Source: an optimization exercise on an open RTL-to-GDS flow (aim: small area). Production flows keep margins and buffers that such runs may drop. In this exercise RTL edits were held to simulation tests only and were not proved equivalent to the original. Power and IR drop assume default switching activity.

$ cat design/flow/flow/run.sh
#!/bin/bash
set -e
export BUFFER_PORTS_ARGS="-buffer_cell sky130_fd_sc_hd__buf_1"
bash standard.sh > standard.log 2>&1
$ cat design/flow/standard.sh
#!/bin/bash
# synth_recipe.tcl (not shown) runs the flow's synth.tcl, then flattens the netlist and writes it again
# the make line also repeats each setting of config.mk as NAME=value (left out here)
make -C /OpenROAD-flow-scripts/flow DESIGN_CONFIG=/design/flow/config.mk WORK_HOME=/design/flow/orfs CLKGATE_MAP_FILE= SYNTH_SCRIPT=/design/flow/synth_recipe.tcl "${@:-finish}"
$ cat design/flow/config.mk
export PLATFORM = sky130hd
export DESIGN_NAME = ddr_controller_init_fsm
export DESIGN_NICKNAME = ddr_controller_init_fsm
export VERILOG_FILES = /design/flow/design.v
export SDC_FILE = /design/flow/constraint.sdc
export NUM_CORES = 4
export LEC_CHECK = 0
export CAP_MARGIN = 20
export CORE_MARGIN = 2
export CORE_UTILIZATION = 40
export SLEW_MARGIN = 20
$ cat design/flow/constraint.sdc
create_clock -name core_clock -period 10.0 [get_ports {clk}]
set_input_delay 2.0000 -clock core_clock [delete_from_list [all_inputs] [get_ports {clk}]]
set_output_delay 2.0000 -clock core_clock [all_outputs]
set_load 0.01 [all_outputs]
$ cat design/flow/design.v
module command_segments (
    input  wire [7:0]  pc,
    input  wire [2:0]  dens,
    output wire [50:0] o
);
    command_rom u_rom (.pc0(pc[0]), .pc1(pc[1]), .pc2(pc[2]), .pc3(pc[3]), .pc4(pc[4]), .pc5(pc[5]), .pc6(pc[6]), .pc7(pc[7]), .dn0(dens[0]), .dn1(dens[1]), .dn2(dens[2]), .m(o[0]), .d(o[1]), .we(o[2]), .sp0(o[3]), .sp1(o[4]), .off0(o[5]), .off1(o[6]), .off2(o[7]), .off3(o[8]), .off4(o[9]), .off5(o[10]), .off6(o[11]), .off7(o[12]), .off8(o[13]), .dat0(o[14]), .dat1(o[15]), .dat2(o[16]), .dat3(o[17]), .dat4(o[18]), .dat5(o[19]), .dat6(o[20]), .dat7(o[21]), .dat8(o[22]), .dat9(o[23]), .dat10(o[24]), .dat11(o[25]), .dat12(o[26]), .dat13(o[27]), .dat14(o[28]), .dat15(o[29]), .dat16(o[30]), .dat17(o[31]), .dat18(o[32]), .dat19(o[33]), .dat20(o[34]), .dat21(o[35]), .dat22(o[36]), .dat23(o[37]), .dat24(o[38]), .dat25(o[39]), .dat26(o[40]), .dat27(o[41]), .dat28(o[42]), .dat29(o[43]), .dat30(o[44]), .dat31(o[45]), .rs0(o[46]), .rmw(o[47]), .eval(o[48]), .fin(o[49]), .l0(o[50]));
endmodule
module command_rom ( 
    pc0, pc1, pc2, pc3, pc4, pc5, pc6, pc7, dn0, dn1, dn2,
    m, d, we, sp0, sp1, off0, off1, off2, off3, off4, off5, off6, off7,
    off8, dat0, dat1, dat2, dat3, dat4, dat5, dat6, dat7, dat8, dat9,
    dat10, dat11, dat12, dat13, dat14, dat15, dat16, dat17, dat18, dat19,
    dat20, dat21, dat22, dat23, dat24, dat25, dat26, dat27, dat28, dat29,
    dat30, dat31, rs0, rmw, eval, fin, l0  );
  input  pc0, pc1, pc2, pc3, pc4, pc5, pc6, pc7, dn0, dn1, dn2;
  output m, d, we, sp0, sp1, off0, off1, off2, off3, off4, off5, off6, off7,
    off8, dat0, dat1, dat2, dat3, dat4, dat5, dat6, dat7, dat8, dat9,
    dat10, dat11, dat12, dat13, dat14, dat15, dat16, dat17, dat18, dat19,
    dat20, dat21, dat22, dat23, dat24, dat25, dat26, dat27, dat28, dat29,
    dat30, dat31, rs0, rmw, eval, fin, l0;
  wire new_n64, new_n65, new_n66, new_n67, new_n68, new_n69, new_n70,
    new_n71, new_n72, new_n73, new_n74, new_n75, new_n76, new_n77, new_n78,
    new_n79, new_n80, new_n81, new_n82, new_n83, new_n84, new_n85, new_n86,
    new_n87, new_n88, new_n89, new_n90, new_n91, new_n92, new_n93, new_n94,
    new_n95, new_n96, new_n97, new_n98, new_n99, new_n100, new_n101,
    new_n103, new_n104, new_n105, new_n106, new_n107, new_n108, new_n109,
    new_n110, new_n111, new_n112, new_n113, new_n114, new_n115, new_n116,
    new_n117, new_n119, new_n120, new_n121, new_n122, new_n123, new_n124,
    new_n126, new_n127, new_n128, new_n129, new_n130, new_n131, new_n132,
    new_n133, new_n134, new_n135, new_n136, new_n137, new_n138, new_n139,
    new_n140, new_n141, new_n142, new_n143, new_n144, new_n145, new_n146,
    new_n147, new_n148, new_n149, new_n150, new_n151, new_n152, new_n153,
    new_n154, new_n156, new_n157, new_n158, new_n159, new_n160, new_n161,
    new_n162, new_n163, new_n164, new_n165, new_n166, new_n167, new_n168,
    new_n169, new_n170, new_n171, new_n172, new_n173, new_n175, new_n176,
    new_n177, new_n178, new_n180, new_n181, new_n182, new_n183, new_n184,
    new_n185, new_n186, new_n187, new_n188, new_n189, new_n190, new_n191,
    new_n192, new_n193, new_n194, new_n195, new_n196, new_n197, new_n198,
    new_n199, new_n200, new_n201, new_n202, new_n203, new_n204, new_n205,
    new_n206, new_n207, new_n208, new_n209, new_n210, new_n211, new_n212,
    new_n213, new_n214, new_n215, new_n216, new_n217, new_n218, new_n219,
    new_n220, new_n221, new_n223, new_n224, new_n225, new_n226, new_n227,
    new_n228, new_n229, new_n230, new_n231, new_n232, new_n233, new_n234,
    new_n235, new_n236, new_n237, new_n238, new_n239, new_n240, new_n241,
    new_n242, new_n243, new_n244, new_n245, new_n246, new_n247, new_n248,
    new_n249, new_n250, new_n251, new_n252, new_n253, new_n254, new_n255,
    new_n256, new_n257, new_n258, new_n259, new_n260, new_n261, new_n262,
    new_n263, new_n264, new_n265, new_n266, new_n267, new_n268, new_n269,
    new_n270, new_n271, new_n272, new_n273, new_n274, new_n275, new_n276,
    new_n278, new_n279, new_n280, new_n281, new_n282, new_n283, new_n284,
    new_n285, new_n286, new_n287, new_n288, new_n289, new_n290, new_n291,
    new_n292, new_n293, new_n294, new_n295, new_n296, new_n297, new_n298,
    new_n299, new_n300, new_n301, new_n303, new_n304, new_n305, new_n306,
    new_n307, new_n308, new_n309, new_n310, new_n311, new_n312, new_n313,
    new_n314, new_n315, new_n316, new_n317, new_n318, new_n319, new_n320,
    new_n321, new_n322, new_n323, new_n324, new_n325, new_n326, new_n327,
    new_n329, new_n330, new_n331, new_n332, new_n333, new_n334, new_n335,
    new_n336, new_n337, new_n338, new_n339, new_n340, new_n341, new_n342,
    new_n343, new_n344, new_n345, new_n346, new_n347, new_n348, new_n349,
    new_n350, new_n351, new_n353, new_n354, new_n355, new_n356, new_n357,
    new_n358, new_n359, new_n360, new_n361, new_n362, new_n363, new_n365,
    new_n366, new_n367, new_n368, new_n369, new_n370, new_n371, new_n372,
    new_n373, new_n374, new_n375, new_n376, new_n377, new_n378, new_n379,
    new_n380, new_n381, new_n382, new_n383, new_n384, new_n385, new_n388,
    new_n389, new_n390, new_n391, new_n392, new_n393, new_n394, new_n395,
    new_n396, new_n397, new_n398, new_n399, new_n400, new_n402, new_n403,
    new_n404, new_n405, new_n406, new_n407, new_n408, new_n409, new_n410,
    new_n412, new_n413, new_n414, new_n415, new_n416, new_n417, new_n418,
    new_n419, new_n420, new_n421, new_n422, new_n423, new_n424, new_n425,
    new_n426, new_n427, new_n428, new_n429, new_n430, new_n431, new_n432,
    new_n433, new_n434, new_n435, new_n436, new_n437, new_n438, new_n439,
    new_n440, new_n441, new_n442, new_n443, new_n444, new_n445, new_n446,
    new_n447, new_n448, new_n449, new_n450, new_n451, new_n452, new_n453,
    new_n454, new_n455, new_n456, new_n457, new_n458, new_n459, new_n460,
    new_n461, new_n462, new_n463, new_n464, new_n465, new_n466, new_n467,
    new_n468, new_n469, new_n470, new_n472, new_n473, new_n474, new_n475,
    new_n476, new_n477, new_n478, new_n479, new_n480, new_n481, new_n482,
    new_n483, new_n484, new_n485, new_n486, new_n487, new_n488, new_n489,
    new_n490, new_n491, new_n492, new_n493, new_n494, new_n495, new_n496,
    new_n497, new_n498, new_n499, new_n500, new_n501, new_n502, new_n503,
    new_n504, new_n505, new_n506, new_n507, new_n508, new_n509, new_n510,
    new_n511, new_n512, new_n513, new_n514, new_n515, new_n516, new_n517,
    new_n518, new_n519, new_n520, new_n521, new_n522, new_n523, new_n524,
    new_n526, new_n527, new_n528, new_n529, new_n530, new_n531, new_n532,
    new_n533, new_n534, new_n535, new_n536, new_n537, new_n538, new_n539,
    new_n540, new_n541, new_n542, new_n543, new_n544, new_n545, new_n546,
    new_n547, new_n548, new_n549, new_n550, new_n551, new_n552, new_n553,
    new_n554, new_n555, new_n556, new_n557, new_n558, new_n559, new_n560,
    new_n561, new_n563, new_n564, new_n565, new_n566, new_n567, new_n568,
    new_n569, new_n570, new_n571, new_n572, new_n573, new_n574, new_n575,
    new_n576, new_n577, new_n578, new_n579, new_n580, new_n581, new_n582,
    new_n583, new_n584, new_n586, new_n587, new_n588, new_n589, new_n590,
    new_n591, new_n592, new_n593, new_n594, new_n595, new_n596, new_n597,
    new_n598, new_n599, new_n600, new_n601, new_n602, new_n604, new_n605,
    new_n606, new_n607, new_n608, new_n610, new_n611, new_n612, new_n613,
    new_n614, new_n615, new_n616, new_n617, new_n618, new_n619, new_n620,
    new_n621, new_n622, new_n623, new_n624, new_n626, new_n627, new_n628,
    new_n629, new_n630, new_n631, new_n632, new_n633, new_n634, new_n635,
    new_n636, new_n637, new_n638, new_n639, new_n641, new_n642, new_n643,
    new_n644, new_n645, new_n646, new_n647, new_n648, new_n649, new_n650,
    new_n652, new_n653, new_n655, new_n656, new_n657, new_n658, new_n659,
    new_n660, new_n661, new_n662, new_n663, new_n664, new_n665, new_n666,
    new_n667, new_n668, new_n669, new_n670, new_n671, new_n672, new_n673,
    new_n675, new_n676, new_n677, new_n678, new_n679, new_n680, new_n681,
    new_n682, new_n683, new_n684, new_n685, new_n686, new_n687, new_n688,
    new_n689, new_n690, new_n692, new_n693, new_n694, new_n695, new_n696,
    new_n698, new_n699, new_n700, new_n701, new_n703, new_n704, new_n705,
    new_n706, new_n707, new_n708, new_n709, new_n712, new_n714, new_n715,
    new_n716, new_n717, new_n718, new_n719, new_n720, new_n721, new_n722,
    new_n723, new_n724, new_n725, new_n726, new_n727, new_n728, new_n729,
    new_n730, new_n731, new_n733, new_n734, new_n735, new_n736, new_n737,
    new_n738, new_n739, new_n740, new_n742, new_n743, new_n745, new_n746,
    new_n747, new_n748, new_n749, new_n751, new_n752, new_n753, new_n754,
    new_n756, new_n757, new_n758, new_n759, new_n760, new_n762, new_n763,
    new_n765, new_n766, new_n767, new_n768, new_n769, new_n770, new_n771,
    new_n772, new_n773, new_n775, new_n776, new_n777, new_n778, new_n779,
    new_n780, new_n782;
  assign new_n64 = pc1 & pc2;
  assign new_n65 = ~pc0 & ~pc3;
  assign new_n66 = ~new_n64 & new_n65;
  assign new_n67 = pc4 & pc6;
  assign new_n68 = pc0 & pc1;
  assign new_n69 = ~new_n67 & ~new_n68;
  assign new_n70 = ~new_n66 & ~new_n69;
  assign new_n71 = ~pc0 & ~pc1;
  assign new_n72 = ~pc1 & ~pc3;
  assign new_n73 = ~new_n71 & ~new_n72;
  assign new_n74 = ~pc1 & pc3;
  assign new_n75 = ~pc2 & new_n74;
  assign new_n76 = pc2 & ~pc3;
  assign new_n77 = ~pc0 & pc1;
  assign new_n78 = new_n76 & ~new_n77;
  assign new_n79 = ~new_n71 & ~new_n78;
  assign new_n80 = ~new_n75 & new_n79;
  assign new_n81 = new_n73 & ~new_n80;
  assign new_n82 = new_n70 & ~new_n81;
  assign new_n83 = ~pc2 & pc3;
  assign new_n84 = ~pc0 & new_n83;
  assign new_n85 = pc5 & pc6;
  assign new_n86 = pc1 & ~pc2;
  assign new_n87 = new_n85 & new_n86;
  assign new_n88 = new_n84 & new_n87;
  assign new_n89 = pc0 & ~pc2;
  assign new_n90 = ~pc5 & ~pc6;
  assign new_n91 = ~pc3 & ~pc4;
  assign new_n92 = new_n90 & new_n91;
  assign new_n93 = ~pc7 & new_n92;
  assign new_n94 = new_n89 & new_n93;
  assign new_n95 = ~new_n88 & ~new_n94;
  assign new_n96 = pc5 & new_n67;
  assign new_n97 = ~pc0 & new_n85;
  assign new_n98 = pc2 & pc3;
  assign new_n99 = new_n97 & new_n98;
  assign new_n100 = ~new_n96 & ~new_n99;
  assign new_n101 = new_n95 & new_n100;
  assign d = ~new_n82 & ~new_n101;
  assign new_n103 = ~dn0 & ~dn1;
  assign new_n104 = ~dn2 & new_n103;
  assign new_n105 = ~pc5 & new_n104;
  assign new_n106 = ~new_n68 & new_n98;
  assign new_n107 = ~pc1 & ~new_n104;
  assign new_n108 = new_n106 & ~new_n107;
  assign new_n109 = ~new_n105 & new_n108;
  assign new_n110 = ~d & ~new_n109;
  assign new_n111 = ~new_n85 & ~new_n90;
  assign new_n112 = pc4 & ~new_n111;
  assign new_n113 = pc0 & ~pc4;
  assign new_n114 = ~pc5 & new_n113;
  assign new_n115 = ~new_n97 & ~new_n114;
  assign new_n116 = ~new_n112 & new_n115;
  assign new_n117 = ~pc7 & ~new_n116;
  assign m = new_n110 | ~new_n117;
  assign new_n119 = ~pc1 & pc2;
  assign new_n120 = ~new_n86 & ~new_n119;
  assign new_n121 = pc3 & ~new_n120;
  assign new_n122 = new_n96 & new_n121;
  assign new_n123 = new_n89 & new_n92;
  assign new_n124 = pc1 & new_n123;
  assign we = ~new_n122 & ~new_n124;
  assign new_n126 = pc1 & pc3;
  assign new_n127 = ~pc1 & new_n76;
  assign new_n128 = pc4 & ~new_n86;
  assign new_n129 = ~new_n127 & new_n128;
  assign new_n130 = ~new_n126 & ~new_n129;
  assign new_n131 = pc2 & pc4;
  assign new_n132 = new_n126 & new_n131;
  assign new_n133 = new_n85 & ~new_n132;
  assign new_n134 = ~new_n130 & new_n133;
  assign new_n135 = ~pc0 & ~pc4;
  assign new_n136 = new_n90 & new_n135;
  assign new_n137 = ~new_n85 & ~new_n136;
  assign new_n138 = new_n72 & ~new_n137;
  assign new_n139 = pc4 & pc5;
  assign new_n140 = ~pc6 & new_n139;
  assign new_n141 = new_n68 & new_n140;
  assign new_n142 = ~new_n138 & ~new_n141;
  assign new_n143 = pc2 & ~new_n142;
  assign new_n144 = pc5 & new_n86;
  assign new_n145 = ~pc3 & pc6;
  assign new_n146 = ~new_n144 & ~new_n145;
  assign new_n147 = ~pc0 & pc4;
  assign new_n148 = ~new_n85 & new_n147;
  assign new_n149 = ~new_n146 & new_n148;
  assign new_n150 = ~new_n123 & ~new_n149;
  assign new_n151 = ~pc4 & pc6;
  assign new_n152 = ~pc5 & new_n151;
  assign new_n153 = ~pc2 & ~pc3;
  assign new_n154 = new_n152 & new_n153;
  assign dat13 = new_n71 & new_n154;
  assign new_n156 = pc6 & new_n71;
  assign new_n157 = pc3 & pc5;
  assign new_n158 = new_n120 & new_n157;
  assign new_n159 = ~new_n156 & new_n158;
  assign new_n160 = ~dat13 & ~new_n159;
  assign new_n161 = new_n150 & new_n160;
  assign new_n162 = ~new_n143 & new_n161;
  assign new_n163 = pc3 & new_n64;
  assign new_n164 = ~new_n91 & ~new_n163;
  assign new_n165 = ~pc0 & pc7;
  assign new_n166 = ~new_n164 & new_n165;
  assign new_n167 = ~new_n67 & new_n68;
  assign new_n168 = pc4 & ~pc5;
  assign new_n169 = new_n98 & new_n168;
  assign new_n170 = new_n167 & new_n169;
  assign new_n171 = new_n90 & ~new_n170;
  assign new_n172 = ~new_n166 & new_n171;
  assign new_n173 = new_n162 & new_n172;
  assign sp0 = new_n134 | new_n173;
  assign new_n175 = pc2 & ~new_n71;
  assign new_n176 = ~pc4 & new_n85;
  assign new_n177 = new_n126 & new_n176;
  assign new_n178 = ~new_n93 & ~new_n177;
  assign sp1 = ~new_n175 & ~new_n178;
  assign new_n180 = ~pc2 & pc5;
  assign new_n181 = ~pc3 & pc4;
  assign new_n182 = pc5 & new_n72;
  assign new_n183 = ~new_n181 & ~new_n182;
  assign new_n184 = ~new_n180 & ~new_n183;
  assign new_n185 = ~new_n75 & ~new_n184;
  assign new_n186 = ~pc6 & ~new_n185;
  assign new_n187 = pc4 & new_n86;
  assign new_n188 = ~pc5 & new_n76;
  assign new_n189 = ~new_n87 & ~new_n188;
  assign new_n190 = ~pc2 & ~pc6;
  assign new_n191 = ~pc5 & new_n190;
  assign new_n192 = new_n189 & ~new_n191;
  assign new_n193 = new_n187 & new_n192;
  assign new_n194 = ~pc4 & ~pc6;
  assign new_n195 = new_n163 & new_n194;
  assign new_n196 = ~pc5 & new_n195;
  assign new_n197 = pc3 & new_n176;
  assign new_n198 = ~new_n87 & ~new_n197;
  assign new_n199 = ~new_n196 & new_n198;
  assign new_n200 = we & new_n199;
  assign new_n201 = ~new_n193 & new_n200;
  assign new_n202 = ~new_n186 & new_n201;
  assign new_n203 = ~pc0 & ~new_n202;
  assign new_n204 = ~pc1 & pc6;
  assign new_n205 = pc4 & new_n204;
  assign new_n206 = pc0 & ~new_n205;
  assign new_n207 = pc5 & ~pc6;
  assign new_n208 = ~new_n76 & new_n207;
  assign new_n209 = ~new_n119 & ~new_n188;
  assign new_n210 = ~new_n208 & new_n209;
  assign new_n211 = new_n206 & ~new_n210;
  assign new_n212 = new_n202 & new_n211;
  assign new_n213 = ~new_n76 & new_n205;
  assign new_n214 = new_n127 & new_n151;
  assign new_n215 = pc2 & ~pc6;
  assign new_n216 = pc3 & ~new_n215;
  assign new_n217 = new_n68 & new_n216;
  assign new_n218 = ~new_n214 & ~new_n217;
  assign new_n219 = ~new_n213 & new_n218;
  assign new_n220 = ~pc5 & ~new_n219;
  assign new_n221 = ~new_n212 & ~new_n220;
  assign off0 = new_n203 | ~new_n221;
  assign new_n223 = ~pc0 & new_n152;
  assign new_n224 = ~pc2 & ~new_n223;
  assign new_n225 = ~new_n134 & new_n224;
  assign new_n226 = ~new_n77 & new_n176;
  assign new_n227 = pc1 & ~pc6;
  assign new_n228 = ~new_n168 & new_n227;
  assign new_n229 = new_n68 & ~new_n90;
  assign new_n230 = new_n228 & ~new_n229;
  assign new_n231 = pc2 & ~new_n230;
  assign new_n232 = ~new_n226 & new_n231;
  assign new_n233 = ~pc3 & ~new_n232;
  assign new_n234 = ~new_n225 & new_n233;
  assign new_n235 = pc2 & ~pc5;
  assign new_n236 = pc0 & ~pc1;
  assign new_n237 = ~new_n235 & ~new_n236;
  assign new_n238 = ~pc1 & ~pc5;
  assign new_n239 = ~new_n151 & ~new_n238;
  assign new_n240 = new_n216 & new_n239;
  assign new_n241 = ~new_n237 & new_n240;
  assign new_n242 = ~pc5 & pc6;
  assign new_n243 = new_n76 & new_n242;
  assign new_n244 = new_n147 & new_n243;
  assign new_n245 = ~pc4 & new_n207;
  assign new_n246 = new_n163 & new_n245;
  assign new_n247 = ~new_n244 & ~new_n246;
  assign new_n248 = pc0 & new_n168;
  assign new_n249 = pc6 & new_n86;
  assign new_n250 = new_n248 & new_n249;
  assign new_n251 = new_n247 & ~new_n250;
  assign new_n252 = ~new_n241 & new_n251;
  assign new_n253 = ~new_n234 & new_n252;
  assign new_n254 = new_n68 & new_n90;
  assign new_n255 = ~new_n91 & new_n254;
  assign new_n256 = ~new_n83 & ~new_n255;
  assign new_n257 = ~pc4 & new_n156;
  assign new_n258 = ~pc4 & pc5;
  assign new_n259 = new_n228 & ~new_n258;
  assign new_n260 = pc3 & ~new_n259;
  assign new_n261 = ~new_n257 & new_n260;
  assign new_n262 = ~new_n256 & ~new_n261;
  assign new_n263 = ~new_n140 & ~new_n242;
  assign new_n264 = new_n76 & ~new_n263;
  assign new_n265 = ~new_n169 & ~new_n264;
  assign new_n266 = new_n236 & ~new_n265;
  assign new_n267 = pc0 & ~pc3;
  assign new_n268 = new_n204 & new_n267;
  assign new_n269 = new_n258 & new_n268;
  assign new_n270 = pc4 & ~pc6;
  assign new_n271 = new_n238 & new_n270;
  assign new_n272 = ~new_n87 & ~new_n271;
  assign new_n273 = ~pc0 & ~new_n272;
  assign new_n274 = ~new_n269 & ~new_n273;
  assign new_n275 = ~new_n266 & new_n274;
  assign new_n276 = ~new_n262 & new_n275;
  assign off1 = ~new_n253 | ~new_n276;
  assign new_n278 = new_n68 & new_n145;
  assign new_n279 = new_n253 & new_n278;
  assign new_n280 = pc1 & new_n242;
  assign new_n281 = pc3 & pc4;
  assign new_n282 = ~new_n91 & ~new_n281;
  assign new_n283 = new_n280 & ~new_n282;
  assign new_n284 = ~new_n245 & ~new_n283;
  assign new_n285 = ~new_n86 & ~new_n284;
  assign new_n286 = ~pc1 & pc4;
  assign new_n287 = pc3 & new_n119;
  assign new_n288 = ~new_n111 & new_n287;
  assign new_n289 = pc3 & new_n89;
  assign new_n290 = new_n90 & new_n236;
  assign new_n291 = ~new_n289 & ~new_n290;
  assign new_n292 = ~new_n288 & new_n291;
  assign new_n293 = ~pc5 & new_n74;
  assign new_n294 = new_n292 & new_n293;
  assign new_n295 = new_n83 & new_n90;
  assign new_n296 = ~new_n294 & ~new_n295;
  assign new_n297 = ~new_n286 & ~new_n296;
  assign new_n298 = ~new_n285 & ~new_n297;
  assign new_n299 = pc4 & ~new_n292;
  assign new_n300 = new_n162 & ~new_n299;
  assign new_n301 = new_n298 & new_n300;
  assign off2 = new_n279 | ~new_n301;
  assign new_n303 = ~new_n80 & new_n85;
  assign new_n304 = ~pc7 & ~new_n154;
  assign new_n305 = ~new_n71 & ~new_n304;
  assign new_n306 = new_n139 & new_n153;
  assign new_n307 = ~new_n70 & new_n306;
  assign new_n308 = ~new_n305 & ~new_n307;
  assign new_n309 = ~new_n303 & new_n308;
  assign new_n310 = pc2 & ~new_n65;
  assign new_n311 = ~new_n67 & ~new_n194;
  assign new_n312 = ~new_n310 & ~new_n311;
  assign new_n313 = pc4 & new_n289;
  assign new_n314 = ~new_n312 & ~new_n313;
  assign new_n315 = pc1 & pc5;
  assign new_n316 = ~new_n314 & new_n315;
  assign new_n317 = ~pc0 & pc3;
  assign new_n318 = new_n67 & ~new_n317;
  assign new_n319 = ~pc2 & new_n318;
  assign new_n320 = ~new_n120 & new_n168;
  assign new_n321 = ~new_n319 & new_n320;
  assign new_n322 = new_n238 & new_n318;
  assign new_n323 = new_n127 & new_n258;
  assign new_n324 = ~new_n288 & ~new_n323;
  assign new_n325 = ~new_n322 & new_n324;
  assign new_n326 = ~new_n321 & new_n325;
  assign new_n327 = ~new_n316 & new_n326;
  assign off3 = ~new_n309 | ~new_n327;
  assign new_n329 = new_n72 & new_n85;
  assign new_n330 = off1 & new_n329;
  assign new_n331 = ~new_n74 & ~new_n89;
  assign new_n332 = ~new_n134 & new_n331;
  assign new_n333 = new_n67 & ~new_n332;
  assign new_n334 = new_n157 & new_n194;
  assign new_n335 = new_n68 & new_n245;
  assign new_n336 = ~new_n334 & ~new_n335;
  assign new_n337 = ~new_n333 & new_n336;
  assign new_n338 = new_n153 & ~new_n272;
  assign new_n339 = new_n337 & new_n338;
  assign new_n340 = ~new_n153 & ~new_n337;
  assign new_n341 = new_n204 & new_n248;
  assign new_n342 = ~pc1 & pc7;
  assign new_n343 = ~new_n195 & ~new_n342;
  assign new_n344 = ~new_n341 & new_n343;
  assign new_n345 = ~pc6 & new_n168;
  assign new_n346 = ~new_n152 & ~new_n345;
  assign new_n347 = new_n121 & ~new_n346;
  assign new_n348 = ~new_n307 & ~new_n347;
  assign new_n349 = new_n344 & new_n348;
  assign new_n350 = ~new_n340 & new_n349;
  assign new_n351 = ~new_n339 & new_n350;
  assign off4 = new_n330 | ~new_n351;
  assign new_n353 = ~pc1 & new_n301;
  assign new_n354 = pc1 & new_n65;
  assign new_n355 = ~pc5 & new_n354;
  assign new_n356 = new_n67 & ~new_n250;
  assign new_n357 = ~new_n355 & new_n356;
  assign new_n358 = ~new_n353 & new_n357;
  assign new_n359 = new_n130 & new_n345;
  assign new_n360 = new_n98 & new_n207;
  assign new_n361 = ~new_n154 & ~new_n360;
  assign new_n362 = ~new_n359 & new_n361;
  assign new_n363 = new_n309 & new_n362;
  assign off5 = new_n358 | ~new_n363;
  assign new_n365 = ~pc5 & new_n163;
  assign new_n366 = pc1 & ~pc3;
  assign new_n367 = ~new_n190 & new_n366;
  assign new_n368 = ~new_n281 & ~new_n367;
  assign new_n369 = pc2 & ~new_n270;
  assign new_n370 = ~new_n280 & ~new_n369;
  assign new_n371 = ~new_n368 & new_n370;
  assign new_n372 = ~new_n365 & new_n371;
  assign new_n373 = new_n116 & new_n268;
  assign new_n374 = new_n85 & new_n119;
  assign new_n375 = ~new_n342 & ~new_n374;
  assign new_n376 = ~new_n154 & new_n375;
  assign new_n377 = ~new_n98 & new_n139;
  assign new_n378 = ~pc2 & ~new_n68;
  assign new_n379 = new_n377 & ~new_n378;
  assign new_n380 = ~pc4 & new_n98;
  assign new_n381 = pc6 & new_n77;
  assign new_n382 = new_n380 & new_n381;
  assign new_n383 = ~new_n379 & ~new_n382;
  assign new_n384 = new_n376 & new_n383;
  assign new_n385 = ~new_n373 & new_n384;
  assign off6 = new_n372 | ~new_n385;
  assign fin = pc1 & pc7;
  assign new_n388 = pc3 & ~new_n135;
  assign new_n389 = ~new_n248 & ~new_n388;
  assign new_n390 = new_n64 & ~new_n389;
  assign new_n391 = ~pc1 & ~new_n98;
  assign new_n392 = ~pc4 & ~pc5;
  assign new_n393 = ~new_n157 & ~new_n392;
  assign new_n394 = new_n391 & new_n393;
  assign new_n395 = new_n113 & new_n144;
  assign new_n396 = ~new_n147 & new_n153;
  assign new_n397 = pc6 & ~new_n396;
  assign new_n398 = ~new_n395 & new_n397;
  assign new_n399 = ~new_n394 & new_n398;
  assign new_n400 = ~new_n390 & new_n399;
  assign off7 = fin | new_n400;
  assign new_n402 = ~new_n156 & ~new_n167;
  assign new_n403 = new_n98 & ~new_n402;
  assign new_n404 = new_n392 & ~new_n403;
  assign new_n405 = ~pc0 & ~pc2;
  assign new_n406 = new_n121 & ~new_n405;
  assign new_n407 = pc6 & ~new_n377;
  assign new_n408 = ~new_n406 & new_n407;
  assign new_n409 = ~new_n134 & new_n408;
  assign new_n410 = ~new_n404 & new_n409;
  assign off8 = pc7 | new_n410;
  assign new_n412 = ~new_n104 & new_n317;
  assign new_n413 = new_n140 & new_n153;
  assign new_n414 = ~new_n104 & new_n413;
  assign new_n415 = ~new_n295 & ~new_n414;
  assign new_n416 = pc1 & ~new_n145;
  assign new_n417 = ~new_n189 & new_n416;
  assign new_n418 = new_n415 & ~new_n417;
  assign new_n419 = pc0 & ~new_n418;
  assign new_n420 = pc2 & new_n67;
  assign new_n421 = new_n238 & new_n420;
  assign new_n422 = new_n204 & new_n392;
  assign new_n423 = ~pc2 & new_n422;
  assign new_n424 = ~new_n421 & ~new_n423;
  assign new_n425 = pc0 & ~new_n104;
  assign new_n426 = ~new_n77 & ~new_n425;
  assign new_n427 = pc2 & ~new_n267;
  assign new_n428 = new_n245 & new_n427;
  assign new_n429 = ~new_n426 & new_n428;
  assign new_n430 = new_n424 & ~new_n429;
  assign new_n431 = ~new_n419 & new_n430;
  assign new_n432 = ~new_n412 & ~new_n431;
  assign new_n433 = ~new_n168 & new_n229;
  assign new_n434 = ~new_n90 & ~new_n238;
  assign new_n435 = ~new_n68 & ~new_n113;
  assign new_n436 = ~new_n434 & new_n435;
  assign new_n437 = ~new_n433 & ~new_n436;
  assign new_n438 = new_n98 & ~new_n437;
  assign new_n439 = dn0 & dn1;
  assign new_n440 = ~new_n103 & ~new_n439;
  assign new_n441 = pc0 & new_n440;
  assign new_n442 = new_n103 & new_n119;
  assign new_n443 = ~new_n86 & new_n91;
  assign new_n444 = ~new_n236 & new_n242;
  assign new_n445 = new_n443 & new_n444;
  assign new_n446 = ~new_n442 & new_n445;
  assign new_n447 = ~new_n441 & new_n446;
  assign new_n448 = new_n78 & new_n140;
  assign new_n449 = new_n75 & new_n270;
  assign new_n450 = ~new_n448 & ~new_n449;
  assign new_n451 = new_n104 & ~new_n450;
  assign new_n452 = ~new_n447 & ~new_n451;
  assign new_n453 = ~new_n438 & new_n452;
  assign new_n454 = new_n153 & new_n227;
  assign new_n455 = ~new_n74 & ~new_n454;
  assign new_n456 = pc4 & ~new_n455;
  assign new_n457 = ~new_n420 & ~new_n456;
  assign new_n458 = new_n354 & ~new_n457;
  assign new_n459 = ~pc0 & new_n270;
  assign new_n460 = new_n74 & ~new_n104;
  assign new_n461 = new_n459 & new_n460;
  assign new_n462 = new_n98 & new_n139;
  assign new_n463 = new_n190 & new_n392;
  assign new_n464 = ~new_n462 & ~new_n463;
  assign new_n465 = pc1 & ~new_n464;
  assign new_n466 = ~pc7 & ~new_n250;
  assign new_n467 = ~new_n465 & new_n466;
  assign new_n468 = ~new_n461 & new_n467;
  assign new_n469 = ~new_n458 & new_n468;
  assign new_n470 = new_n453 & new_n469;
  assign dat0 = new_n432 | ~new_n470;
  assign new_n472 = new_n76 & new_n77;
  assign new_n473 = new_n68 & new_n157;
  assign new_n474 = ~new_n287 & ~new_n473;
  assign new_n475 = ~new_n472 & new_n474;
  assign new_n476 = new_n194 & ~new_n425;
  assign new_n477 = ~new_n475 & new_n476;
  assign new_n478 = new_n413 & ~new_n426;
  assign new_n479 = new_n87 & new_n289;
  assign new_n480 = pc1 & ~new_n147;
  assign new_n481 = ~pc5 & new_n83;
  assign new_n482 = ~new_n270 & new_n481;
  assign new_n483 = ~new_n480 & new_n482;
  assign new_n484 = ~new_n479 & ~new_n483;
  assign new_n485 = ~new_n478 & new_n484;
  assign new_n486 = ~new_n477 & new_n485;
  assign new_n487 = new_n152 & new_n403;
  assign new_n488 = pc1 & new_n487;
  assign new_n489 = ~new_n104 & ~new_n236;
  assign new_n490 = ~new_n120 & new_n489;
  assign new_n491 = ~new_n317 & ~new_n490;
  assign new_n492 = new_n140 & ~new_n491;
  assign new_n493 = pc0 & new_n163;
  assign new_n494 = new_n207 & new_n493;
  assign new_n495 = pc1 & new_n99;
  assign new_n496 = ~new_n421 & ~new_n495;
  assign new_n497 = ~new_n494 & new_n496;
  assign new_n498 = ~new_n492 & new_n497;
  assign new_n499 = ~new_n488 & new_n498;
  assign new_n500 = new_n486 & new_n499;
  assign new_n501 = ~new_n67 & ~new_n181;
  assign new_n502 = ~new_n275 & ~new_n501;
  assign new_n503 = ~pc1 & ~dn2;
  assign new_n504 = ~pc0 & new_n76;
  assign new_n505 = ~new_n503 & new_n504;
  assign new_n506 = ~new_n76 & ~new_n83;
  assign new_n507 = new_n71 & ~new_n506;
  assign new_n508 = ~new_n505 & new_n507;
  assign new_n509 = ~pc1 & ~new_n508;
  assign new_n510 = new_n243 & ~new_n509;
  assign new_n511 = new_n188 & new_n433;
  assign new_n512 = ~dn2 & ~new_n440;
  assign new_n513 = new_n511 & new_n512;
  assign new_n514 = new_n510 & ~new_n513;
  assign new_n515 = new_n181 & new_n242;
  assign new_n516 = new_n68 & new_n515;
  assign new_n517 = ~new_n514 & ~new_n516;
  assign new_n518 = pc2 & new_n194;
  assign new_n519 = ~new_n456 & ~new_n518;
  assign new_n520 = ~pc5 & ~new_n519;
  assign new_n521 = new_n424 & ~new_n520;
  assign new_n522 = pc0 & ~new_n521;
  assign new_n523 = new_n517 & ~new_n522;
  assign new_n524 = ~new_n502 & new_n523;
  assign dat1 = ~new_n500 | ~new_n524;
  assign new_n526 = new_n168 & ~new_n484;
  assign new_n527 = new_n71 & new_n360;
  assign new_n528 = ~pc4 & new_n104;
  assign new_n529 = new_n527 & new_n528;
  assign new_n530 = ~new_n526 & ~new_n529;
  assign new_n531 = new_n187 & ~new_n415;
  assign new_n532 = new_n83 & new_n335;
  assign new_n533 = ~new_n104 & new_n532;
  assign new_n534 = ~pc4 & ~new_n533;
  assign new_n535 = new_n111 & new_n366;
  assign new_n536 = ~new_n293 & ~new_n329;
  assign new_n537 = ~new_n535 & new_n536;
  assign new_n538 = ~pc0 & ~new_n537;
  assign new_n539 = ~new_n104 & new_n527;
  assign new_n540 = pc5 & new_n289;
  assign new_n541 = ~new_n539 & ~new_n540;
  assign new_n542 = ~new_n538 & new_n541;
  assign new_n543 = ~new_n534 & ~new_n542;
  assign new_n544 = ~new_n531 & ~new_n543;
  assign new_n545 = new_n530 & new_n544;
  assign new_n546 = ~pc4 & new_n510;
  assign new_n547 = new_n77 & new_n334;
  assign new_n548 = ~new_n451 & ~new_n547;
  assign new_n549 = pc2 & ~new_n548;
  assign new_n550 = ~new_n546 & ~new_n549;
  assign new_n551 = ~new_n83 & ~new_n131;
  assign new_n552 = new_n204 & ~new_n551;
  assign new_n553 = ~new_n472 & ~new_n552;
  assign new_n554 = ~pc5 & ~new_n553;
  assign new_n555 = ~new_n207 & new_n403;
  assign new_n556 = ~new_n144 & new_n181;
  assign new_n557 = new_n206 & new_n556;
  assign new_n558 = ~new_n555 & ~new_n557;
  assign new_n559 = ~new_n554 & new_n558;
  assign new_n560 = ~new_n414 & ~new_n559;
  assign new_n561 = new_n550 & ~new_n560;
  assign dat2 = ~new_n545 | ~new_n561;
  assign new_n563 = ~new_n421 & ~new_n488;
  assign new_n564 = new_n90 & new_n106;
  assign new_n565 = new_n68 & new_n190;
  assign new_n566 = ~new_n564 & ~new_n565;
  assign new_n567 = pc5 & ~new_n91;
  assign new_n568 = new_n104 & new_n567;
  assign new_n569 = ~new_n392 & ~new_n568;
  assign new_n570 = ~new_n566 & ~new_n569;
  assign new_n571 = new_n242 & new_n505;
  assign new_n572 = ~new_n76 & ~new_n238;
  assign new_n573 = new_n459 & ~new_n572;
  assign new_n574 = ~new_n516 & ~new_n573;
  assign new_n575 = ~new_n539 & new_n574;
  assign new_n576 = ~new_n571 & new_n575;
  assign new_n577 = ~new_n570 & new_n576;
  assign new_n578 = new_n204 & ~new_n489;
  assign new_n579 = ~new_n147 & ~new_n578;
  assign new_n580 = ~new_n454 & ~new_n481;
  assign new_n581 = ~new_n579 & ~new_n580;
  assign new_n582 = new_n95 & ~new_n529;
  assign new_n583 = ~new_n581 & new_n582;
  assign new_n584 = new_n577 & new_n583;
  assign dat3 = ~new_n563 | ~new_n584;
  assign new_n586 = ~pc2 & new_n71;
  assign new_n587 = ~pc3 & new_n245;
  assign new_n588 = new_n586 & new_n587;
  assign new_n589 = new_n73 & new_n180;
  assign new_n590 = ~new_n68 & ~new_n71;
  assign new_n591 = ~pc3 & ~new_n235;
  assign new_n592 = ~new_n590 & new_n591;
  assign new_n593 = ~new_n589 & ~new_n592;
  assign new_n594 = new_n67 & ~new_n593;
  assign new_n595 = ~new_n487 & ~new_n594;
  assign new_n596 = ~pc3 & new_n180;
  assign new_n597 = pc0 & ~new_n596;
  assign new_n598 = ~new_n595 & new_n597;
  assign new_n599 = ~new_n588 & ~new_n598;
  assign new_n600 = ~new_n228 & ~new_n422;
  assign new_n601 = ~pc0 & ~new_n414;
  assign new_n602 = ~new_n600 & ~new_n601;
  assign dat30 = new_n71 & new_n462;
  assign new_n604 = new_n104 & dat30;
  assign new_n605 = new_n154 & new_n236;
  assign new_n606 = new_n207 & ~new_n286;
  assign new_n607 = new_n504 & new_n606;
  assign new_n608 = ~new_n605 & ~new_n607;
  assign dat22 = new_n604 | ~new_n608;
  assign new_n610 = ~new_n602 & ~dat22;
  assign new_n611 = pc2 & ~new_n600;
  assign new_n612 = ~new_n267 & ~new_n611;
  assign new_n613 = ~new_n610 & new_n612;
  assign new_n614 = ~dn2 & new_n442;
  assign new_n615 = ~new_n74 & ~new_n380;
  assign new_n616 = ~new_n614 & new_n615;
  assign new_n617 = ~pc0 & new_n90;
  assign new_n618 = ~new_n616 & new_n617;
  assign new_n619 = new_n496 & ~new_n618;
  assign new_n620 = new_n147 & ~new_n192;
  assign new_n621 = ~pc4 & new_n539;
  assign new_n622 = ~new_n620 & ~new_n621;
  assign new_n623 = new_n619 & new_n622;
  assign new_n624 = ~new_n613 & new_n623;
  assign dat4 = ~new_n599 | ~new_n624;
  assign new_n626 = ~new_n99 & ~new_n594;
  assign new_n627 = new_n246 & new_n425;
  assign new_n628 = ~new_n588 & ~new_n627;
  assign new_n629 = ~new_n621 & new_n628;
  assign new_n630 = new_n626 & new_n629;
  assign new_n631 = new_n76 & ~new_n104;
  assign new_n632 = ~new_n84 & ~new_n631;
  assign new_n633 = ~pc1 & ~new_n632;
  assign new_n634 = new_n136 & new_n633;
  assign new_n635 = new_n454 & new_n568;
  assign new_n636 = ~pc0 & new_n635;
  assign new_n637 = ~new_n94 & ~new_n636;
  assign new_n638 = ~new_n634 & new_n637;
  assign new_n639 = new_n630 & new_n638;
  assign dat5 = ~new_n563 | ~new_n639;
  assign new_n641 = pc1 & new_n307;
  assign new_n642 = ~d & new_n641;
  assign new_n643 = ~pc1 & d;
  assign new_n644 = ~pc5 & new_n65;
  assign new_n645 = ~new_n74 & ~new_n644;
  assign new_n646 = new_n420 & ~new_n645;
  assign new_n647 = new_n628 & ~new_n646;
  assign new_n648 = new_n582 & new_n647;
  assign new_n649 = ~new_n598 & new_n648;
  assign new_n650 = ~new_n643 & new_n649;
  assign dat6 = new_n642 | ~new_n650;
  assign new_n652 = ~new_n247 & new_n426;
  assign new_n653 = new_n95 & ~new_n652;
  assign dat7 = ~new_n599 | ~new_n653;
  assign new_n655 = new_n120 & ~new_n631;
  assign new_n656 = new_n267 & ~new_n655;
  assign new_n657 = ~new_n75 & ~new_n656;
  assign new_n658 = new_n140 & ~new_n657;
  assign new_n659 = pc1 & ~new_n414;
  assign new_n660 = new_n658 & new_n659;
  assign new_n661 = ~new_n163 & ~new_n633;
  assign new_n662 = new_n140 & ~new_n661;
  assign new_n663 = new_n93 & new_n236;
  assign new_n664 = ~new_n447 & ~new_n663;
  assign new_n665 = ~dn2 & ~new_n439;
  assign new_n666 = new_n84 & new_n152;
  assign new_n667 = ~pc1 & new_n666;
  assign new_n668 = new_n665 & new_n667;
  assign new_n669 = new_n77 & new_n414;
  assign new_n670 = ~new_n668 & ~new_n669;
  assign new_n671 = new_n664 & new_n670;
  assign new_n672 = ~new_n598 & new_n671;
  assign new_n673 = ~new_n662 & new_n672;
  assign dat8 = new_n660 | ~new_n673;
  assign new_n675 = new_n77 & ~new_n569;
  assign new_n676 = ~new_n298 & new_n675;
  assign new_n677 = ~new_n131 & ~new_n517;
  assign new_n678 = ~new_n107 & ~new_n236;
  assign new_n679 = ~new_n425 & ~new_n678;
  assign new_n680 = new_n76 & new_n679;
  assign new_n681 = ~new_n84 & ~new_n493;
  assign new_n682 = ~new_n680 & new_n681;
  assign new_n683 = new_n140 & ~new_n682;
  assign new_n684 = ~pc3 & new_n141;
  assign new_n685 = ~new_n104 & new_n684;
  assign new_n686 = ~new_n666 & ~new_n685;
  assign new_n687 = ~new_n488 & new_n686;
  assign new_n688 = new_n637 & new_n687;
  assign new_n689 = ~new_n683 & new_n688;
  assign new_n690 = ~new_n677 & new_n689;
  assign dat9 = new_n676 | ~new_n690;
  assign new_n692 = ~new_n121 & new_n140;
  assign new_n693 = ~new_n120 & new_n590;
  assign new_n694 = new_n692 & new_n693;
  assign new_n695 = ~new_n635 & ~new_n666;
  assign new_n696 = ~new_n694 & new_n695;
  assign dat10 = ~new_n550 | ~new_n696;
  assign new_n698 = ~pc2 & ~new_n665;
  assign new_n699 = new_n223 & ~new_n698;
  assign new_n700 = ~new_n684 & ~new_n699;
  assign new_n701 = new_n331 & ~new_n505;
  assign dat11 = ~new_n700 & ~new_n701;
  assign new_n703 = ~dat13 & ~new_n487;
  assign new_n704 = pc2 & new_n516;
  assign new_n705 = new_n515 & ~new_n704;
  assign new_n706 = new_n140 & new_n472;
  assign new_n707 = ~new_n170 & ~new_n706;
  assign new_n708 = new_n104 & ~new_n707;
  assign new_n709 = ~new_n705 & ~new_n708;
  assign dat12 = ~new_n703 | ~new_n709;
  assign dat14 = dat13 | new_n706;
  assign new_n712 = new_n77 & new_n462;
  assign dat15 = dat13 | new_n712;
  assign new_n714 = ~dn1 & new_n76;
  assign new_n715 = pc0 & ~dn2;
  assign new_n716 = new_n714 & new_n715;
  assign new_n717 = ~dn0 & new_n716;
  assign new_n718 = ~new_n508 & ~new_n717;
  assign new_n719 = ~new_n181 & ~new_n263;
  assign new_n720 = ~new_n569 & new_n719;
  assign new_n721 = ~new_n718 & new_n720;
  assign new_n722 = ~new_n539 & ~new_n721;
  assign new_n723 = new_n245 & new_n367;
  assign new_n724 = ~new_n72 & ~new_n163;
  assign new_n725 = new_n140 & ~new_n724;
  assign new_n726 = ~new_n723 & ~new_n725;
  assign new_n727 = ~new_n601 & ~new_n726;
  assign new_n728 = new_n532 & ~new_n665;
  assign new_n729 = new_n439 & new_n511;
  assign new_n730 = ~new_n728 & ~new_n729;
  assign new_n731 = ~new_n727 & new_n730;
  assign dat16 = ~new_n722 | ~new_n731;
  assign new_n733 = ~pc4 & ~new_n722;
  assign new_n734 = new_n440 & new_n532;
  assign new_n735 = ~new_n511 & ~new_n734;
  assign new_n736 = ~new_n733 & new_n735;
  assign new_n737 = ~new_n533 & new_n736;
  assign new_n738 = ~new_n513 & ~new_n737;
  assign new_n739 = ~new_n538 & new_n692;
  assign new_n740 = ~new_n419 & new_n739;
  assign dat17 = new_n738 | new_n740;
  assign new_n742 = new_n89 & ~new_n726;
  assign new_n743 = ~new_n170 & ~new_n742;
  assign dat18 = ~new_n736 | ~new_n743;
  assign new_n745 = ~new_n527 & ~new_n667;
  assign new_n746 = new_n141 & new_n153;
  assign new_n747 = new_n422 & new_n714;
  assign new_n748 = ~new_n425 & new_n747;
  assign new_n749 = ~new_n746 & ~new_n748;
  assign dat19 = ~new_n745 | ~new_n749;
  assign new_n751 = ~new_n440 & new_n532;
  assign new_n752 = new_n508 & new_n747;
  assign new_n753 = ~new_n539 & ~new_n706;
  assign new_n754 = ~new_n752 & new_n753;
  assign dat20 = new_n751 | ~new_n754;
  assign new_n756 = new_n462 & new_n679;
  assign new_n757 = new_n335 & ~new_n506;
  assign new_n758 = ~new_n698 & new_n757;
  assign new_n759 = ~new_n704 & ~new_n758;
  assign new_n760 = ~new_n756 & new_n759;
  assign dat21 = ~new_n530 | ~new_n760;
  assign new_n762 = new_n462 & new_n590;
  assign new_n763 = new_n113 & new_n454;
  assign dat23 = new_n762 | new_n763;
  assign new_n765 = new_n152 & new_n716;
  assign new_n766 = new_n67 & new_n406;
  assign new_n767 = ~new_n765 & ~new_n766;
  assign new_n768 = dn0 & new_n64;
  assign new_n769 = ~new_n767 & ~new_n768;
  assign new_n770 = new_n586 & new_n720;
  assign new_n771 = ~new_n170 & ~new_n729;
  assign new_n772 = ~new_n770 & new_n771;
  assign new_n773 = ~new_n769 & new_n772;
  assign dat24 = new_n660 | ~new_n773;
  assign new_n775 = ~new_n665 & new_n768;
  assign new_n776 = ~dat13 & ~new_n666;
  assign new_n777 = ~new_n511 & new_n776;
  assign new_n778 = new_n767 & new_n777;
  assign new_n779 = ~new_n775 & ~new_n778;
  assign new_n780 = ~new_n658 & ~new_n712;
  assign dat25 = new_n779 | ~new_n780;
  assign new_n782 = ~new_n631 & new_n684;
  assign dat26 = ~new_n778 | new_n782;
  assign dat27 = new_n667 | new_n769;
  assign dat31 = new_n154 & new_n590;
  assign rs0 = ~pc6 | new_n405;
  assign rmw = new_n127 & new_n136;
  assign eval = new_n97 & new_n132;
  assign l0 = ~new_n332 & new_n504;
  assign dat28 = 1'b0;
  assign dat29 = 1'b0;
endmodule
module phy_training_engine (
    input  wire        clk,
    input  wire        ld_s0,
    input  wire        ld_w,
    input  wire [31:0] rdata,
    output reg  [31:0] s0,
    output wire        pred
);
    reg [4:0]  win;
    wire [16:0] b, bh;
    wire [15:0] d, dh;
    assign b[0]  = 1'b0;
    assign bh[0] = 1'b0;
    genvar i;
    generate
        for (i = 0; i < 16; i = i + 1) begin : g_b
            assign d[i]    = rdata[i] ^ s0[i] ^ b[i];
            assign b[i+1]  = (~rdata[i] & s0[i]) | (~(rdata[i] ^ s0[i]) & b[i]);
            assign dh[i]   = rdata[16+i] ^ s0[16+i] ^ bh[i];
            assign bh[i+1] = (~rdata[16+i] & s0[16+i]) | (~(rdata[16+i] ^ s0[16+i]) & bh[i]);
        end
    endgenerate
    wire h_zero = ~|dh[15:1] & ~bh[16];             
    wire h_ones = &dh & bh[16];                     
    wire hz = ~|d[15:3] & h_zero & (b[16] ? dh[0] : ~dh[0]);
    wire ho = &d[15:3] & (b[16] ? (h_zero & ~dh[0]) : h_ones);
    wire in_pos = hz && (d[2:0] <= 3'd4);
    wire in_neg = ho && d[2];
    wire signed [3:0] off = {ho, d[2:0]};
    wire [4:0] ok;
    genvar k;
    generate
        for (k = 0; k < 5; k = k + 1) begin : g_w
            assign ok[k] = (in_pos | in_neg) && (off >= k - 4) && (off <= k);
        end
    endgenerate
    always @(posedge clk) begin
        if (ld_s0) begin
            s0  <= rdata;
            win <= 5'b11111;
        end else if (ld_w) begin
            win <= win & ok;
        end
    end
    assign pred = !s0[7] && (|win);
endmodule
module ddr_controller_init_fsm (
    input  wire        clk,
    input  wire        rst,
    input  wire        start,
    input  wire [2:0]  density,
    output wire        busy,
    output wire        done,
    output wire        converged,
    output wire        err,
    output wire [3:0]  err_code,
    output wire [6:0]  attempts,
    output wire [31:0] status,
    output wire        m_req,
    output wire        m_we,
    output wire [31:0] m_addr,
    output wire [31:0] m_wdata,
    input  wire [31:0] m_rdata,
    input  wire        m_ack,
    output wire        d_req,
    output wire [31:0] d_ns,
    input  wire        d_done
);
    localparam [7:0] PC_ST = 8'd0;
    localparam [7:0] PC_L0 = PC_ST + 8'd118, PC_P0 = PC_ST + 8'd127;
    reg        busy_r, done_r, err_r, conv_r;
    reg  [2:0] dens;
    reg  [6:0] attempt;
    reg  [7:0] pc;
    wire [50:0] o;
    command_segments u_seg (.pc(pc), .dens(dens), .o(o));
    wire        c_m   = o[0];
    wire        c_d   = o[1];
    wire        c_we  = o[2];
    wire [1:0]  c_sp  = o[4:3];
    wire [8:0]  c_off = o[13:5];
    wire [31:0] c_data = o[45:14];
    wire        c_rs0 = o[46];
    wire        c_rmw = o[47];
    wire        c_eval = o[48];
    wire        c_fin = o[49];
    wire        c_l0  = o[50];
    wire        xfer_m = m_req & m_ack;
    wire        xfer   = xfer_m | (d_req & d_done) | (busy_r & ~c_m & ~c_d);
    wire        pred;
    wire [31:0] s0;
    phy_training_engine u_trn (
        .clk(clk),
        .ld_s0(xfer_m & c_rs0),
        .ld_w (xfer_m & ~c_rs0),
        .rdata(m_rdata),
        .s0(s0),
        .pred(pred)
    );
    wire [7:0] pc_inc;
    wire [6:0] att_inc;
    genvar gi;
    generate
        for (gi = 0; gi < 8; gi = gi + 1) begin : g_pci
            if (gi == 0) begin : g0
                assign pc_inc[gi] = ~pc[gi];
            end else begin : gn
                assign pc_inc[gi] = pc[gi] ^ (&pc[gi-1:0]);
            end
        end
        for (gi = 0; gi < 7; gi = gi + 1) begin : g_ati
            if (gi == 0) begin : g0
                assign att_inc[gi] = ~attempt[gi];
            end else begin : gn
                assign att_inc[gi] = attempt[gi] ^ (&attempt[gi-1:0]);
            end
        end
    endgenerate
    wire eval_exit = pred | (attempt == 7'd100);
    always @(posedge clk) begin
        if (rst) begin
            busy_r  <= 1'b0;
            done_r  <= 1'b0;
            err_r   <= 1'b0;
            conv_r  <= 1'b0;
            dens    <= 3'd0;
            attempt <= 7'd0;
        end else if (!busy_r) begin
            if (start && !done_r && !err_r) begin
                dens <= density;
                pc   <= PC_ST;
                if (density > 3'd4) err_r  <= 1'b1;
                else                busy_r <= 1'b1;
            end
        end else if (xfer) begin
            if (c_l0) attempt <= att_inc;
            if (c_eval) begin
                conv_r <= pred;
                pc     <= eval_exit ? PC_P0 : PC_L0;
            end else if (c_fin) begin
                busy_r <= 1'b0;
                done_r <= 1'b1;
            end else begin
                pc <= pc_inc;
            end
        end
    end
    assign m_req   = busy_r & c_m;
    assign d_req   = busy_r & c_d;
    assign m_we    = c_we;
    assign m_addr  = {6'b010000, c_sp, 13'd0, c_off, 2'b00};
    assign m_wdata = c_data | ({s0[31:6], 2'b00, s0[3:0]} & {32{c_rmw}});
    assign d_ns    = c_data;
    assign busy      = busy_r;
    assign done      = done_r;
    assign converged = conv_r;
    assign err       = err_r;
    assign err_code  = {3'b000, err_r};
    assign attempts  = attempt;
    assign status    = {8'd0, 3'b000, err_r, 1'b0, dens, done_r, 1'b0, done_r, 1'b0,
                        1'b0, attempt, err_r, conv_r, done_r, busy_r};
endmodule
==> impl_metrics.py, run 1 <==
metrics = {
    "detailed_routing": {
        "routed_wl_um": 30900,
        "drt_first_pass_iters": 7,
        "drtIter0Drc": 1010,
        "ant_nets": 0,
        "wl_per_cell_um": 25.4,
        "drt-vias-per-instance": 6.38,
        "drc": 0,
        "vias": 7767,
    },
    "synthesis": {
        "netlist_area_um2": 7460,
        "synth_edf_count": 40,
        "synth_area_per_cell_um2": 8.01,
        "async_flop_share_pct": 0,
        "seq_area_frac_synth_pct": 21.2,
        "syn_inst": 932,
        "synthFlopType": "edfxtp_1",
        "ys_ff_latch": 59,
        "synth_cell_types": 84,
        "yosysWarningCount": 2,
    },
    "worst_hold_path": {
        "min_path_type": "flip-flop to flip-flop",
        "min_from": "u_trn.win[4]",
    },
    "global_routing": {
        "top_usage_layer": "met2",
        "grtUsageMet1_pct": 43.0,
        "grtUsageTotal_pct": 30.7,
        "grtUsageMet3_pct": 7.47,
        "grt_pass1_vias": 7299,
        "grtUsageMet2_pct": 45.2,
        "antenna_found_initial": 0,
        "grt_pass1_wl_um": 46000,
        "grt-ovfl-total": 0,
        "grt_max_degree": 50,
    },
    "timing": {
        "setup_viol": 0,
        "hold_viol_final": 0,
        "hold-worst-slack_ns": 0.471,
        "finalCriticalPeriod_ns": 9.55,
        "report.final.slew_viol_count": 0,
        "fmax_mhz": 105,
        "min_period_over_period_pct": 95.5,
        "rsz0062_at_grt": "no",
        "setup_tns_ns": 0,
        "relSlewSlack_pct": 30.7,
        "worst_slew_pin_slew_ns": 1.03,
        "skew_ns": 0.0115,
    },
    "die": {
        "die_h_um": 141,
        "die_x_um": 141,
        "io_pins": 186,
        "core_area_um2": 18100,
        "die_area_um2": 19800,
        "initial_core_util_pct": 41.1,
        "fp-row-count": 49,
    },
    "power": {
        "p_switching_uw": 374,
        "comb_power_share_pct": 37.0,
        "pwr-share-clk_pct": 31.7,
        "power.total_uw": 961,
        "p_leak_uw": 0.00315,
        "peakVddDrop_mv": 0.0872,
        "powerDensity_nw_per_um2": 123,
        "seq_power_share_pct": 31.3,
        "internal_power_uw": 587,
        "sw_frac_of_total_pct": 38.9,
    },
    "worst_setup_path": {
        "cp_slowest_cell": "fa_1",
        "crit_type": "input port to flip-flop",
        "critPathBufInv": 4,
        "reg2reg_from": "u_trn.s0[16]",
        "slowest_delay_ns": 0.46,
        "rrSetupSlack_ns": 1.88,
        "crit_fanout": 4,
        "required_ns": 10.26,
        "crit_family": "adder cells",
        "timing.critical_path.from": "m_rdata[16]",
        "arrival_ns": 9.82,
        "startpoint_type": "input port",
        "crit_path_frequent_cell": "fa_1",
        "end_kind": "flip-flop",
    },
    "cts": {
        "cts_made_buffers": 9,
        "clk_pin_slew_ns": 0.06,
        "cts_tree": "built",
        "hold_buffers": 0,
        "cts.sinks": 59,
        "cts.htree.levels": 3,
        "cts_setup_buffers": 0,
        "cts_buffer_depth": 2,
        "clk_latency_ns": 0.34,
        "post_cts_resized": 0,
        "root_buffer": "clkbuf_16",
    },
    "job": {
        "drv_cap": 0,
    },
    "cells_and_area": {
        "areaGrowthSynthToFinish_pct": 5.13,
        "fillers": 1912,
        "insertedDiodeCount": 0,
        "nNetsFinal": 1087,
        "drive_gt1_share_pct": 4.95,
    },
    "placement": {
        "dp_hpwl_um": 22700,
        "gp_congestion": 1.09,
        "io_buffer_count": 144,
    },
    "run_status": {
        "outcome": "complete, no violations",
    },
}
## cells in the mapped netlist, types with 9 or more instances
cell,n,area [µm²]
nor2_1,49,184
and3_1,9,56.3
o21ai_0,52,260
inv_1,61,229
a31oi_1,17,106
a21oi_1,39,195
a211oi_1,10,75.1
a21o_1,29,218
o211ai_1,16,120
fa_1,30,601
nor2b_1,25,156
buf_4,102,766
o22ai_1,10,62.6
nand3_1,37,185
nor4_1,10,62.6
nor3_1,15,75.1
nand4_1,25,156
and2_1,10,62.6
clkbuf_1,37,139
nand2b_1,25,156
ha_1,33,413
edfxtp_1,40,1200
dfxtp_1,19,380
buf_2,16,80.1
nand2_1,69,259
## logic make-up after synthesis
kind of cell / count (synthesis) / share of synthesized area, %
mux: 4 / 0.553
flops: 59 / 21.2
xor+xnor: 5 / 0.587
other cells: 2 / 0.101
fa+ha+maj: 63 / 13.6
compound gates: 258 / 24.2
buf+inv: 223 / 16.8
simple gates: 318 / 23.0
## sequential cells by signal, summed over array words and instances, names as in the netlist
| signal | cells |
|---|---|
| err_r | 1 |
| attempt | 7 |
| busy_r | 1 |
| pc | 8 |
| done_r | 1 |
| dens | 3 |
| conv_r | 1 |
| u_trn.s0 | 32 |
| u_trn.win | 5 |
## cells in the final DEF, fill, tap and decap left out, types with 4 or more instances in the layout
cell | Yosys | final
nand3b_1 | 7 | 7
nor2_1 | 49 | 48
o32ai_1 | 4 | 4
a31oi_1 | 17 | 17
nand3_1 | 37 | 37
nor2b_1 | 25 | 25
nor4_1 | 10 | 10
o21ai_1 | 6 | 6
fa_1 | 30 | 30
o22ai_1 | 10 | 10
o21a_1 | 7 | 7
edfxtp_1 | 40 | 40
a22oi_1 | 5 | 5
o2111ai_1 | 7 | 7
and2_1 | 10 | 10
nand2_1 | 69 | 69
ha_1 | 33 | 33
o211ai_1 | 16 | 16
nor3b_1 | 4 | 4
nand4_1 | 25 | 25
o21ai_0 | 52 | 52
nor4b_1 | 4 | 4
o31ai_1 | 8 | 8
clkbuf_16 | 0 | 9
nor3_1 | 15 | 15
or4_1 | 8 | 8
dfxtp_1 | 19 | 19
buf_4 | 102 | 17
or3b_1 | 4 | 4
a211oi_1 | 10 | 10
o221ai_1 | 6 | 6
inv_1 | 61 | 61
a21o_1 | 29 | 29
and3_1 | 9 | 9
nand2b_1 | 25 | 25
a21oi_1 | 39 | 39
buf_1 | 3 | 144
conb_1 | 2 | 41
## power by group through the flow
stage | clock network [µW] | registers (µW) | logic, µW
after CTS | 312 | 301 | 344
after global placement | 0 | 305 | 345
final | 304 | 301 | 356
after global routing | 320 | 305 | 379
after floorplan | 0 | 300 | 259
after detailed placement | 0 | 306 | 343
## layout make-up
type / instances / area [µm²] / area share [%]
multi-input combinational: 689 / 4770 / 60.9
sequential: 59 / 1580 / 20.2
timing repair buffer: 162 / 679 / 8.66
tap: 229 / 287 / 3.65
inverter: 63 / 236 / 3.01
clock buffer: 11 / 233 / 2.97
clock inverter: 5 / 53.8 / 0.686
## metal layers
layer / vias up / share of wire [%] / wire length [µm]
li1: 3342 / - / -
met1: 3681 / 41 / 12500
met2: 629 / 43 / 13300
met3: 115 / 12 / 3670
met4: 0 / 4.6 / 1410
met5: - / 0 / 0
## final timing paths
path	endpoint	cells past startpoint
min reg2reg	u_trn.win[4]	2
min	u_trn.win[4]	2
max reg2reg	u_trn.win[3]	24
max	u_trn.win[3]	26
## worst min-delay path, delay by kind of cell (launching register included)
| kind | cells | cell delay (ns) |
|---|---|---|
| DFF | 1 | 0.30 |
| AOI/OAI and AO/OA | 1 | 0.07 |
| and+or+nand+nor | 1 | 0.05 |
## through the flow
stage               utilization [%]  worst slack [ns]  std cells  area, µm²
global route                   43.2             0.141       1218       7850
global placement               41.6             0.283       1201       7550
CTS                            43.2             0.479       1218       7850
finish                         43.2             0.447       1218       7850
detailed placement             41.7            0.0964       1202       7560
floorplan                         -             0.533        971       7610
==> inputs of run 2 (changes only) <==
==> design/flow/flow/run.sh (replaced) <==
#!/bin/bash
set -e
export BUFFER_PORTS_ARGS="-buffer_cell sky130_fd_sc_hd__buf_1"
export CTS_ARGS="-sink_clustering_enable -repair_clock_nets -dont_use_dummy_load -buf_list sky130_fd_sc_hd__clkbuf_8 -sink_clustering_size 30 -sink_clustering_max_diameter 100"
bash standard.sh > standard.log 2>&1
==> run 2 against run 1 <==
Cell count decreased by 0.49%. Flip-flop and latch count unchanged. Clock skew increased by 0.013 ns. Die area unchanged. Critical path type unchanged. Highest routed layer unchanged.
==> impl_metrics.py, run 2 <==
metrics = {
    "run_status": {
        "outcome": "complete, no violations",
    },
    "worst_setup_path": {
        "crit_path_frequent_cell": "fa_1",
        "startpoint_type": "input port",
        "rrSetupSlack_ns": 1.86,
        "required_ns": 10.28,
        "end_kind": "flip-flop",
        "crit_fanout": 4,
        "rr_worst_depth": 24,
        "crit_type": "input port to flip-flop",
        "arrival_ns": 9.82,
        "slowest_delay_ns": 0.46,
        "timing.rr.end": "u_trn.win[3]",
        "cp_slowest_cell": "fa_1",
        "reg2reg_from": "u_trn.s0[16]",
    },
    "detailed_routing": {
        "routed_wl_um": 30900,
        "drt-vias-per-instance": 6.43,
        "vias": 7790,
        "drc": 0,
        "drtIter0Drc": 1014,
        "wl_per_cell_um": 25.5,
        "drt_first_pass_iters": 6,
        "ant_nets": 0,
    },
    "global_routing": {
        "grtUsageTotal_pct": 30.7,
        "top_usage_layer": "met2",
        "grtUsageMet3_pct": 7.34,
        "grtUsageMet1_pct": 43.3,
        "grtUsageMet2_pct": 45.1,
        "antenna_found_initial": 0,
        "grt_pass1_vias": 7276,
        "grt_pass1_wl_um": 46000,
        "grt_max_degree": 50,
        "grt-ovfl-total": 0,
    },
    "placement": {
        "gp_congestion": 1.09,
        "pre_cts_slack_ns": 0.0964,
        "io_buffer_count": 144,
        "dp_hpwl_um": 22700,
    },
    "timing": {
        "min_period_over_period_pct": 95.4,
        "worst_slew_pin_slew_ns": 1.01,
        "finalCriticalPeriod_ns": 9.54,
        "skew_ns": 0.0249,
        "fmax_mhz": 105,
        "setup_tns_ns": 0,
        "report.final.slew_viol_count": 0,
        "setup_viol": 0,
        "hold_viol_final": 0,
        "rsz0062_at_grt": "no",
        "worst_slack_ns": 0.461,
        "relSlewSlack_pct": 32.2,
    },
    "cells_and_area": {
        "nNetsFinal": 1087,
        "largest-register": "u_trn.s0",
        "fillers": 1934,
        "final_cell_mix": "buf_1 (144), nand2_1 (69), inv_1 (61)",
        "reg_top3": "u_trn.s0 x32, pc x8, attempt x7",
        "multi_input_area_um2": 4770,
        "regArea_um2": 1580,
        "final_core_util_pct": 42.3,
        "drive_gt1_share_pct": 4.58,
        "largest_reg_flops": 32,
        "areaGrowthSynthToFinish_pct": 2.98,
        "final_common_cell": "buf_1",
    },
    "synthesis": {
        "synthFlopType": "edfxtp_1",
        "synthMostInstantiatedCell": "buf_4",
        "synth_area_per_cell_um2": 8.01,
        "synth_top_area_cell": "edfxtp_1",
        "syn_inst": 932,
        "synth_common_cells": "buf_4 (102), nand2_1 (69), inv_1 (61)",
        "synth_top_cell_area_share_pct": 16.1,
        "yosysWarningCount": 2,
        "netlist_top_cells_area": "edfxtp_1 (16%), buf_4 (10%), fa_1 (8.0%)",
        "synth_cell_types": 84,
        "seq_area_frac_synth_pct": 21.2,
        "netlist_area_um2": 7460,
        "synth_edf_count": 40,
        "ys_ff_latch": 59,
        "async_flop_share_pct": 0,
    },
    "cts": {
        "cts_setup_buffers": 0,
        "cts_buffer_depth": 2,
        "hold_buffers": 0,
        "root_buffer": "clkbuf_8",
        "cts.htree.levels": 3,
        "cts_tree": "built",
        "post_cts_resized": 0,
        "cts.sinks": 59,
        "clk_pin_slew_ns": 0.07,
        "clk_latency_ns": 0.36,
        "cts_made_buffers": 9,
    },
    "power": {
        "peakVddDrop_mv": 0.0676,
        "p_leak_uw": 0.00309,
        "powerDensity_nw_per_um2": 107,
    },
    "die": {
        "core_area_um2": 18100,
        "io_pins": 186,
        "fp-row-count": 49,
        "die_x_um": 141,
        "die_h_um": 141,
        "initial_core_util_pct": 41.1,
        "die_area_um2": 19800,
    },
    "worst_hold_path": {
        "min_from": "u_trn.win[4]",
        "holdPathStages": 2,
        "whs_endpoint": "u_trn.win[4]",
        "min_path_type": "flip-flop to flip-flop",
    },
    "job": {
        "drv_cap": 0,
    },
}
run 2: cell counts after synthesis:
Identical to the previous run, type by type.
run 2: cell type report:
class	count	area share [%]
repair buffers	162	8.84
clock buffers	9	1.61
well taps	229	3.73
inverters	63	3.08
diodes	1	0.0326
multi-input cells	689	62.1
flip-flops and latches	59	20.6
run 2: metal layers:
metal	share of wire, %	wire length (µm)
met5	0	0
met4	4.6	1430
met3	12	3550
met2	43	13200
met1	41	12700
run 2: kinds of logic after synthesis:
logic type | after synthesis | share of synthesized area, %
other cells | 2 | 0.101
mux | 4 | 0.553
xor+xnor | 5 | 0.587
buf+inv | 223 | 16.8
simple gates | 318 | 23.0
compound gates | 258 | 24.2
fa+ha+maj | 63 | 13.6
flops | 59 | 21.2
run 2: how the worst max path moves through the flow:
stage,from,endpoint,slack [ns],cells past startpoint
after floorplan,m_rdata[16],u_trn.win[1],0.53,24
after global placement,m_rdata[16],u_trn.win[3],0.28,26
after detailed placement,m_rdata[16],u_trn.win[3],0.1,26
after CTS,m_rdata[16],u_trn.win[3],0.51,26
after global routing,m_rdata[16],u_trn.win[3],0.17,26
final,m_rdata[16],u_trn.win[3],0.46,26
run 2: power by group:
group	switching, µW	internal (µW)	total, µW
Clock	89.5	79.8	169
Sequential	18.6	282	301
Combinational	242	113	355
Total	350	475	825
run 2: metrics by stage:
stage	hold WS, ns	power (µW)	std cells	cell area, µm²
after floorplan	0.440	559	971	7610
after global placement	0.455	650	1201	7550
after detailed placement	0.462	648	1202	7560
after CTS	0.474	821	1211	7680
after global routing	0.498	867	1211	7680
final	0.479	825	1212	7680
run 2: worst max-delay path: cells and delay by family:
| family | cells | cell delay (ns) |
|---|---|---|
| adder cells (fa/ha/maj) | 16 | 6.14 |
| AO/OA/AOI/OAI | 3 | 0.65 |
| AND/OR/NAND/NOR | 3 | 0.61 |
| buffers and inverters | 4 | 0.40 |

re-timing with driven ports:
In the flow no input, the clock included, has a driving cell. The finished layouts below were timed again as built, in two steps.
Step 1 (the two cells are an assumption about what drives the block):
set clk [get_ports {clk}]
set_driving_cell -lib_cell sky130_fd_sc_hd__clkbuf_16 $clk
set_driving_cell -lib_cell sky130_fd_sc_hd__buf_2 [delete_from_list [all_inputs] $clk]
Step 2 adds t to the input delays and takes it off the output delays; t is the mean of the earliest and latest rising clock arrival at the registers after step 1. Input paths then give back, and output paths get back, about the clock's delay inside the block.
Slacks: ideal ports / drivers / drivers and shift; pairs: ideal ports / drivers.
| run | t, ns | setup slack, ns | worst data-port slew with drivers (ns) |
|---|---|---|---|
| run 1 | 0.375 | 0.447 / 0.466 / 0.091 | 0.04 |
| run 2 | 0.385 | 0.461 / 0.476 / 0.091 | 0.04 |
After both steps every run listed still meets setup and hold. The setup slack of run 2, which loses most, moves by +0.015 ns with the drivers and by -0.370 ns with both steps.
